From an optimization exercise on the open Yosys and OpenROAD flow, aimed at small area, a short achievable clock period and few clock cycles per item; shortcuts taken in it are not production practice. RTL that was checked went through simulation tests only; none was proved equivalent to the original. Power figures rest on the tool's default switching activity, not on a simulated workload.

==> violet: inputs <==
==> flow/design.v <==
module crc16_ccitt (
    input  wire        clk,
    input  wire        init,    
    input  wire        en,      
    input  wire [7:0]  data_in,
    output reg  [15:0] crc,
    output reg  [15:0] crc_next
);
    function [15:0] crc_byte;
        input [15:0] c;
        input [7:0]  b;
        integer k;
        reg [15:0] r;
        begin
            r = c ^ {b, 8'h00};
            for (k = 0; k < 8; k = k + 1)
                r = r[15] ? ((r << 1) ^ 16'h1021) : (r << 1);
            crc_byte = r;
        end
    endfunction
    always @(*) begin
        if (init)
            crc_next = 16'hFFFF;
        else if (en)
            crc_next = crc_byte(crc, data_in);
        else
            crc_next = crc;
    end
    always @(posedge clk)
        crc <= crc_next;
endmodule
module rs_enc_255_223 (
    input  wire       clk,
    input  wire       en,
    input  wire       dat_nx,
    input  wire [7:0] data_nx,
    output wire [7:0] par_out
);
    function [7:0] gen_coef;
        input integer k;
        begin
            case (k)
                0:  gen_coef = 8'h01;  1:  gen_coef = 8'h5B;  2:  gen_coef = 8'h7F;
                3:  gen_coef = 8'h56;  4:  gen_coef = 8'h10;  5:  gen_coef = 8'h1E;
                6:  gen_coef = 8'h0D;  7:  gen_coef = 8'hEB;  8:  gen_coef = 8'h61;
                9:  gen_coef = 8'hA5;  10: gen_coef = 8'h08;  11: gen_coef = 8'h2A;
                12: gen_coef = 8'h36;  13: gen_coef = 8'h56;  14: gen_coef = 8'hAB;
                15: gen_coef = 8'h20;  16: gen_coef = 8'h71;  17: gen_coef = 8'h20;
                18: gen_coef = 8'hAB;  19: gen_coef = 8'h56;  20: gen_coef = 8'h36;
                21: gen_coef = 8'h2A;  22: gen_coef = 8'h08;  23: gen_coef = 8'hA5;
                24: gen_coef = 8'h61;  25: gen_coef = 8'hEB;  26: gen_coef = 8'h0D;
                27: gen_coef = 8'h1E;  28: gen_coef = 8'h10;  29: gen_coef = 8'h56;
                30: gen_coef = 8'h7F;  31: gen_coef = 8'h5B;
                default: gen_coef = 8'h01;
            endcase
        end
    endfunction
    function [7:0] gf_mul;
        input [7:0] a;
        input [7:0] b;
        integer k;
        reg [7:0] r;
        begin
            r = 8'h00;
            for (k = 7; k >= 0; k = k - 1) begin
                r = r[7] ? ((r << 1) ^ 8'h87) : (r << 1);
                if (b[k])
                    r = r ^ a;
            end
            gf_mul = r;
        end
    endfunction
    reg  [7:0] par [0:31];    
    reg  [7:0] fb;            
    assign par_out = par[0];
    wire [7:0] par0_nx = en ? (par[1] ^ gf_mul(fb, gen_coef(31))) : par[0];
    integer j;
    always @(posedge clk) begin
        fb <= (data_nx ^ par0_nx) & {8{dat_nx}};
        if (en) begin
            for (j = 0; j < 31; j = j + 1)
                par[j] <= par[j+1] ^ gf_mul(fb, gen_coef(31 - j));
            par[31] <= fb;
        end
    end
endmodule
module fx25_kiss_enc (
    input  wire        clk,
    input  wire        rst,
    input  wire        chunk_valid,
    output reg         chunk_ready,
    input  wire [7:0]  chunk_len,
    input  wire [47:0] dst_call,      
    input  wire [3:0]  dst_ssid,
    input  wire [47:0] src_call,      
    input  wire [3:0]  src_ssid,
    input  wire        in_valid,
    output reg         in_ready,
    input  wire [7:0]  in_data,
    output reg         out_valid,
    input  wire        out_ready,
    output reg  [7:0]  out_data,
    output reg         out_last,
    output reg  [15:0] skip_count
);
    localparam I_IDLE = 0, I_CMD = 1, I_TAG = 2, I_HDR = 3, I_CTL = 4, I_PID = 5,
               I_PAY = 6, I_FCS0 = 7, I_FCS1 = 8, I_PAD = 9, I_PAR = 10, I_FEND1 = 11;
    localparam [7:0] FEND = 8'hC0, FESC = 8'hDB, TFEND = 8'hDC, TFESC = 8'hDD;
    localparam [7:0] MAX_PAYLOAD = 8'd150;
    wire       len_ok = (chunk_len <= MAX_PAYLOAD);
    reg        dv;           
    reg [7:0]  owed;         
    reg        pb_v;
    reg [7:0]  pb0;
    reg [11:0] ph;
    reg [7:0]  cnt;
    reg [6:0]  jc;           
    reg        a_valid, a_rs, a_crc, a_par, a_cw, a_last;
    reg [7:0]  a;
    reg        b_valid, b_rs, b_par, b_cw, b_last;
    reg [7:0]  b;
    reg        esc_pend, esc_fend;
    reg        sk_v, sk_last;    
    reg [7:0]  sk_data;
    reg        fl_on;
    reg        skip_evt;
    wire [15:0] crc, crc_next;
    wire [7:0]  par_out;
    wire [13:0] js;
    assign js[0] = !jc[6] && !jc[0];
    assign js[7] =  jc[6] &&  jc[0];
    genvar gi;
    generate
        for (gi = 1; gi < 7; gi = gi + 1) begin : g_js
            assign js[gi]     =  jc[gi-1] && !jc[gi];
            assign js[gi + 7] = !jc[gi-1] &&  jc[gi];
        end
    endgenerate
    wire [7:0] tag_byte = ({8{js[0]}} & 8'hCC) | ({8{js[1]}} & 8'h8F) |
                          ({8{js[2]}} & 8'h8A) | ({8{js[3]}} & 8'hE4) |
                          ({8{js[4]}} & 8'h85) | ({8{js[5]}} & 8'hE2) |
                          ({8{js[6]}} & 8'h98) | ({8{js[7]}} & 8'h01);
    wire [7:0] hdr_byte = ({8{js[0]}}  & {dst_call[46:40], 1'b0}) |
                          ({8{js[1]}}  & {dst_call[38:32], 1'b0}) |
                          ({8{js[2]}}  & {dst_call[30:24], 1'b0}) |
                          ({8{js[3]}}  & {dst_call[22:16], 1'b0}) |
                          ({8{js[4]}}  & {dst_call[14:8],  1'b0}) |
                          ({8{js[5]}}  & {dst_call[6:0],   1'b0}) |
                          ({8{js[6]}}  & {3'b011, dst_ssid, 1'b0}) |
                          ({8{js[7]}}  & {src_call[46:40], 1'b0}) |
                          ({8{js[8]}}  & {src_call[38:32], 1'b0}) |
                          ({8{js[9]}}  & {src_call[30:24], 1'b0}) |
                          ({8{js[10]}} & {src_call[22:16], 1'b0}) |
                          ({8{js[11]}} & {src_call[14:8],  1'b0}) |
                          ({8{js[12]}} & {src_call[6:0],   1'b0}) |
                          ({8{js[13]}} & {3'b011, src_ssid, 1'b1});
    wire       advance = !out_valid || out_ready;
    wire       prod    = (b_valid || esc_pend) && !sk_v;
    wire       take    = b_valid && !esc_pend && !sk_v;      
    wire       mv      = a_valid && (!b_valid || take);      
    wire [7:0] ob      = b_par ? par_out : b;
    wire       ob_fend = (ob == FEND);
    wire       ob_esc  = b_cw && (ob_fend || (ob == FESC));
    wire [7:0] pbyte   = esc_pend ? (esc_fend ? TFEND : TFESC) : (ob_esc ? FESC : ob);
    wire       plast   = !esc_pend && b_last;
    wire tag_end  = js[7];
    wire hdr_end  = js[13];
    wire pad_end  = (cnt == 8'd222);
    wire par_end  = (cnt[4:0] == 5'd31);
    wire push     = in_valid && in_ready;
    wire pay_has  = pb_v || push;
    wire pay_last = pb_v ? (owed == 8'd0) : (push && (owed == 8'd1));
    wire pay_none = (owed == 8'd0) && !pb_v;
    wire s_has = !((ph[I_IDLE] && (!dv || fl_on)) ||
                   (ph[I_PAY] && !pay_has));
    wire s_ld = s_has && (!a_valid || mv);                   
    wire pop  = s_ld && ph[I_PAY];
    crc16_ccitt u_crc (
        .clk      (clk),
        .init     (s_ld && ph[I_IDLE]),
        .en       (mv && a_crc),
        .data_in  (a),
        .crc      (crc),
        .crc_next (crc_next)
    );
    wire [7:0] b_nx    = mv ? a : b;
    wire       b_rs_nx = !rst && (mv ? a_rs : b_rs);
    rs_enc_255_223 u_rs (
        .clk     (clk),
        .en      ((take && (b_rs || b_par)) || fl_on),
        .dat_nx  (b_rs_nx),
        .data_nx (b_nx),
        .par_out (par_out)
    );
    wire [7:0] nb = ({8{ph[I_IDLE] | ph[I_FEND1]}} & FEND) |
                    ({8{ph[I_TAG]}}  & tag_byte) |
                    ({8{ph[I_HDR]}}  & hdr_byte) |
                    ({8{ph[I_CTL]}}  & 8'h03) |
                    ({8{ph[I_PID]}}  & 8'hF0) |
                    ({8{ph[I_PAY]}}  & (pb_v ? pb0 : in_data)) |
                    ({8{ph[I_FCS0]}} & ~crc_next[7:0]) |
                    ({8{ph[I_FCS1]}} & ~crc[15:8]);
    wire nb_rs   = ph[I_HDR] | ph[I_CTL] | ph[I_PID] | ph[I_PAY] | ph[I_FCS0] | ph[I_FCS1] | ph[I_PAD];
    wire nb_crc  = ph[I_HDR] | ph[I_CTL] | ph[I_PID] | ph[I_PAY];
    wire nb_par  = ph[I_PAR];
    wire nb_cw   = !(ph[I_IDLE] | ph[I_CMD] | ph[I_FEND1]);
    wire nb_last = ph[I_FEND1];
    wire       own       = ph[I_CMD] | ph[I_TAG] | ph[I_HDR];
    wire       hdr_done  = s_ld && ph[I_HDR] && hdr_end;
    wire       cr_next   = !chunk_ready &&
                           (hdr_done || (!own && chunk_valid && !len_ok));
    wire       owed_load = chunk_ready && len_ok;
    wire [7:0] owed_next = owed_load ? chunk_len : (owed - {7'd0, push});
    wire       owed_nz   = owed_load ? (chunk_len != 8'd0)
                                     : ((owed != 8'd0) && !((owed == 8'd1) && push));
    wire       pb_v_next = pb_v ? !pop : (push && !pop);
    always @(posedge clk) begin
        if (!pb_v)
            pb0 <= in_data;
        if (s_ld) begin
            a <= nb;
            a_rs <= nb_rs; a_crc <= nb_crc; a_par <= nb_par; a_cw <= nb_cw; a_last <= nb_last;
        end
        b    <= b_nx;
        b_rs <= b_rs_nx;
        if (mv) begin
            b_par <= a_par; b_cw <= a_cw; b_last <= a_last;
        end
        if (take)
            esc_fend <= ob_fend;
        if (advance) begin
            if (sk_v) begin
                out_data <= sk_data;
                out_last <= sk_last;
            end else if (prod) begin
                out_data <= pbyte;
                out_last <= plast;
            end
        end else if (prod) begin
            sk_data <= pbyte;
            sk_last <= plast;
        end
        if (skip_evt && (skip_count != 16'hFFFF))
            skip_count <= skip_count + 16'd1;
        if (rst) begin
            dv          <= 1'b0;
            chunk_ready <= 1'b0;
            in_ready    <= 1'b0;
            owed        <= 8'd0;
            pb_v        <= 1'b0;
            ph          <= 12'd1 << I_IDLE;
            a_valid     <= 1'b0;
            b_valid     <= 1'b0;
            esc_pend    <= 1'b0;
            sk_v        <= 1'b0;
            out_valid   <= 1'b0;
            skip_evt    <= 1'b0;
            skip_count  <= 16'd0;
            fl_on       <= 1'b1;
            cnt         <= 8'd0;
        end else begin
            dv          <= chunk_valid && len_ok && !chunk_ready;
            chunk_ready <= cr_next;
            owed        <= owed_next;
            in_ready    <= owed_nz && !pb_v_next;
            pb_v        <= pb_v_next;
            skip_evt    <= chunk_valid && chunk_ready && !len_ok;
            if (fl_on) begin
                cnt <= cnt + 8'd1;
                if (cnt[4:0] == 5'd31)
                    fl_on <= 1'b0;
            end
            if (s_ld)
                a_valid <= 1'b1;
            else if (mv)
                a_valid <= 1'b0;
            if (mv)
                b_valid <= 1'b1;
            else if (take)
                b_valid <= 1'b0;
            if (prod)
                esc_pend <= !esc_pend && ob_esc;
            if (advance) begin
                out_valid <= sk_v || prod;
                sk_v      <= 1'b0;
            end else if (prod) begin
                sk_v      <= 1'b1;
            end
            if (s_ld) begin
                if (ph[I_CMD] || (ph[I_TAG] && tag_end) || (ph[I_PAD] && pad_end))
                    cnt <= 8'd0;
                else
                    cnt <= cnt + 8'd1;
                if (ph[I_CMD] || (ph[I_TAG] && tag_end))
                    jc <= 7'd0;
                else
                    jc <= {jc[5:0], !jc[6]};
                ph[I_IDLE]  <= ph[I_FEND1];
                ph[I_CMD]   <= ph[I_IDLE];
                ph[I_TAG]   <= ph[I_CMD] | (ph[I_TAG] & !tag_end);
                ph[I_HDR]   <= (ph[I_TAG] & tag_end) | (ph[I_HDR] & !hdr_end);
                ph[I_CTL]   <= ph[I_HDR] & hdr_end;
                ph[I_PID]   <= ph[I_CTL];
                ph[I_PAY]   <= (ph[I_PID] & !pay_none) | (ph[I_PAY] & !pay_last);
                ph[I_FCS0]  <= (ph[I_PID] & pay_none) | (ph[I_PAY] & pay_last);
                ph[I_FCS1]  <= ph[I_FCS0];
                ph[I_PAD]   <= ph[I_FCS1] | (ph[I_PAD] & !pad_end);
                ph[I_PAR]   <= (ph[I_PAD] & pad_end) | (ph[I_PAR] & !par_end);
                ph[I_FEND1] <= ph[I_PAR] & par_end;
            end
        end
    end
endmodule
==> flow/flow/run.sh <==
#!/bin/bash
set -euo pipefail
export BUFFER_PORTS_ARGS="-buffer_cell sky130_fd_sc_hd__buf_1"
export CTS_ARGS="-sink_clustering_enable -repair_clock_nets -dont_use_dummy_load -buf_list sky130_fd_sc_hd__clkbuf_16 -sink_clustering_size 20 -sink_clustering_max_diameter 100"
bash standard.sh > standard_flow.log 2>&1
==> flow/standard.sh <==
#!/bin/bash
# synth_recipe.tcl (not shown) runs the flow's synth.tcl, then flattens the netlist and writes it again
# the make line also repeats each setting of config.mk as NAME=value (left out here)
make -C /OpenROAD-flow-scripts/flow DESIGN_CONFIG=/design/flow/config.mk WORK_HOME=/design/flow/orfs CLKGATE_MAP_FILE= SYNTH_SCRIPT=/design/flow/synth_recipe.tcl "${@:-finish}"
==> flow/config.mk <==
export PLATFORM = sky130hd
export DESIGN_NAME = fx25_kiss_enc
export DESIGN_NICKNAME = fx25_kiss_enc
export VERILOG_FILES = /design/flow/design.v
export SDC_FILE = /design/flow/constraint.sdc
export NUM_CORES = 4
export LEC_CHECK = 0
export CAP_MARGIN = 20
export CORE_MARGIN = 2
export CORE_UTILIZATION = 70
export SETUP_SLACK_MARGIN = 2.85
export SLEW_MARGIN = 20
==> flow/constraint.sdc <==
create_clock -name core_clock -period 5.0 [get_ports {clk}]
set_input_delay 1.0000 -clock core_clock [delete_from_list [all_inputs] [get_ports {clk}]]
set_output_delay 1.0000 -clock core_clock [all_outputs]
set_load 0.01 [all_outputs]
==> yarrow: changes against violet <==
--- a/flow/design.v
+++ b/flow/design.v
@@ -121,6 +121,4 @@
     reg [7:0]  b;
     reg        esc_pend, esc_fend;
-    reg        sk_v, sk_last;    
-    reg [7:0]  sk_data;
     reg        fl_on;
     reg        skip_evt;
@@ -156,12 +154,9 @@
                           ({8{js[13]}} & {3'b011, src_ssid, 1'b1});
     wire       advance = !out_valid || out_ready;
-    wire       prod    = (b_valid || esc_pend) && !sk_v;
-    wire       take    = b_valid && !esc_pend && !sk_v;      
+    wire       take    = b_valid && advance && !esc_pend;    
     wire       mv      = a_valid && (!b_valid || take);      
     wire [7:0] ob      = b_par ? par_out : b;
     wire       ob_fend = (ob == FEND);
     wire       ob_esc  = b_cw && (ob_fend || (ob == FESC));
-    wire [7:0] pbyte   = esc_pend ? (esc_fend ? TFEND : TFESC) : (ob_esc ? FESC : ob);
-    wire       plast   = !esc_pend && b_last;
     wire tag_end  = js[7];
     wire hdr_end  = js[13];
@@ -227,17 +222,11 @@
             b_par <= a_par; b_cw <= a_cw; b_last <= a_last;
         end
-        if (take)
+        if (take) begin
+            out_data <= ob_esc ? FESC : ob;
+            out_last <= b_last;
             esc_fend <= ob_fend;
-        if (advance) begin
-            if (sk_v) begin
-                out_data <= sk_data;
-                out_last <= sk_last;
-            end else if (prod) begin
-                out_data <= pbyte;
-                out_last <= plast;
-            end
-        end else if (prod) begin
-            sk_data <= pbyte;
-            sk_last <= plast;
+        end else if (advance && esc_pend) begin
+            out_data <= esc_fend ? TFEND : TFESC;
+            out_last <= 1'b0;
         end
         if (skip_evt && (skip_count != 16'hFFFF))
@@ -253,5 +242,4 @@
             b_valid     <= 1'b0;
             esc_pend    <= 1'b0;
-            sk_v        <= 1'b0;
             out_valid   <= 1'b0;
             skip_evt    <= 1'b0;
@@ -279,11 +267,10 @@
             else if (take)
                 b_valid <= 1'b0;
-            if (prod)
-                esc_pend <= !esc_pend && ob_esc;
             if (advance) begin
-                out_valid <= sk_v || prod;
-                sk_v      <= 1'b0;
-            end else if (prod) begin
-                sk_v      <= 1'b1;
+                out_valid <= b_valid || esc_pend;
+                if (esc_pend)
+                    esc_pend <= 1'b0;
+                else if (b_valid)
+                    esc_pend <= ob_esc;
             end
             if (s_ld) begin
CORE_UTILIZATION = 60   (was 70)
SETUP_SLACK_MARGIN = 2.8   (was 2.85)
==> results.txt <==
Status: violet finished clean; yarrow finished clean
Netlist Area Pre-Place: violet 0.0181 mm²; yarrow 0.0176 mm²
Post-layout net count: violet 1655; yarrow 1603
Total non-filler cell area in the finished layout: violet 0.0206 mm²; yarrow 0.0198 mm²
Flop2flop setup slack: violet 2.83 ns; yarrow 2.84 ns
Total Routing Usage GR: violet 0.296; yarrow 0.241
Number of sinks driven by the clock tree: violet 394; yarrow 384
Cell with the most instances after synthesis: violet edfxtp_1; yarrow xnor2_1
Final Cycle Share: violet 0.434; yarrow 0.433
Register share of total power: violet 0.582; yarrow 0.525
Combinational cell fraction of total power: violet 0.220; yarrow 0.314
Crit-path max FO: violet 6; yarrow 13
Number of different library cells in the post-synthesis netlist: violet 68; yarrow 64
Tap cell instance count: violet 330; yarrow 384
Sequential element share of the synthesized area: violet 0.601; yarrow 0.600
Minimum hold slack: violet 0.441 ns; yarrow 0.425 ns
RR Endpoint: violet u_rs.par[1][1]$_DFFE_PN_; yarrow u_rs.fb[1]$_DFF_P_
Area of combinational cells with multiple inputs: violet 0.00736 mm²; yarrow 0.00697 mm²
Worst vdd ir: violet 0.476 mV; yarrow 0.269 mV
Testbench counts of yarrow, summed over its fixed seeds: cycles 34,444, frames 128.
Only the layout flow was run in violet; the RTL was not checked for function there.

==> afterwards: timing with drivers on the ports <==
The flow's constraints put no driver on any port. The routed layouts listed below were extracted and timed again, unchanged, in two steps. Step 1 assumes that a clkbuf_16 drives the clock port and a buf_2 every other input. Step 2 times the ports against the registers' clock, not the clock port: input delays grow and output delays shrink by t, the midpoint of the rising clock arrivals with the driver on. a / b / c = ideal / step 1 / step 2; a / b = the first two.
run	t, ns	setup WS [ns]	latest minus earliest clock arrival (ns)	worst slew at a driven data input, ns
violet	0.571	2.832 / 2.832 / 2.378	0.043 / 0.043	0.04
yarrow	0.549	2.836 / 2.833 / 2.340	0.048 / 0.047	0.05
After both steps every run listed still meets setup and hold. For yarrow, which loses most, drivers alone change the setup slack by -0.003 ns; drivers and shift together by -0.496 ns.
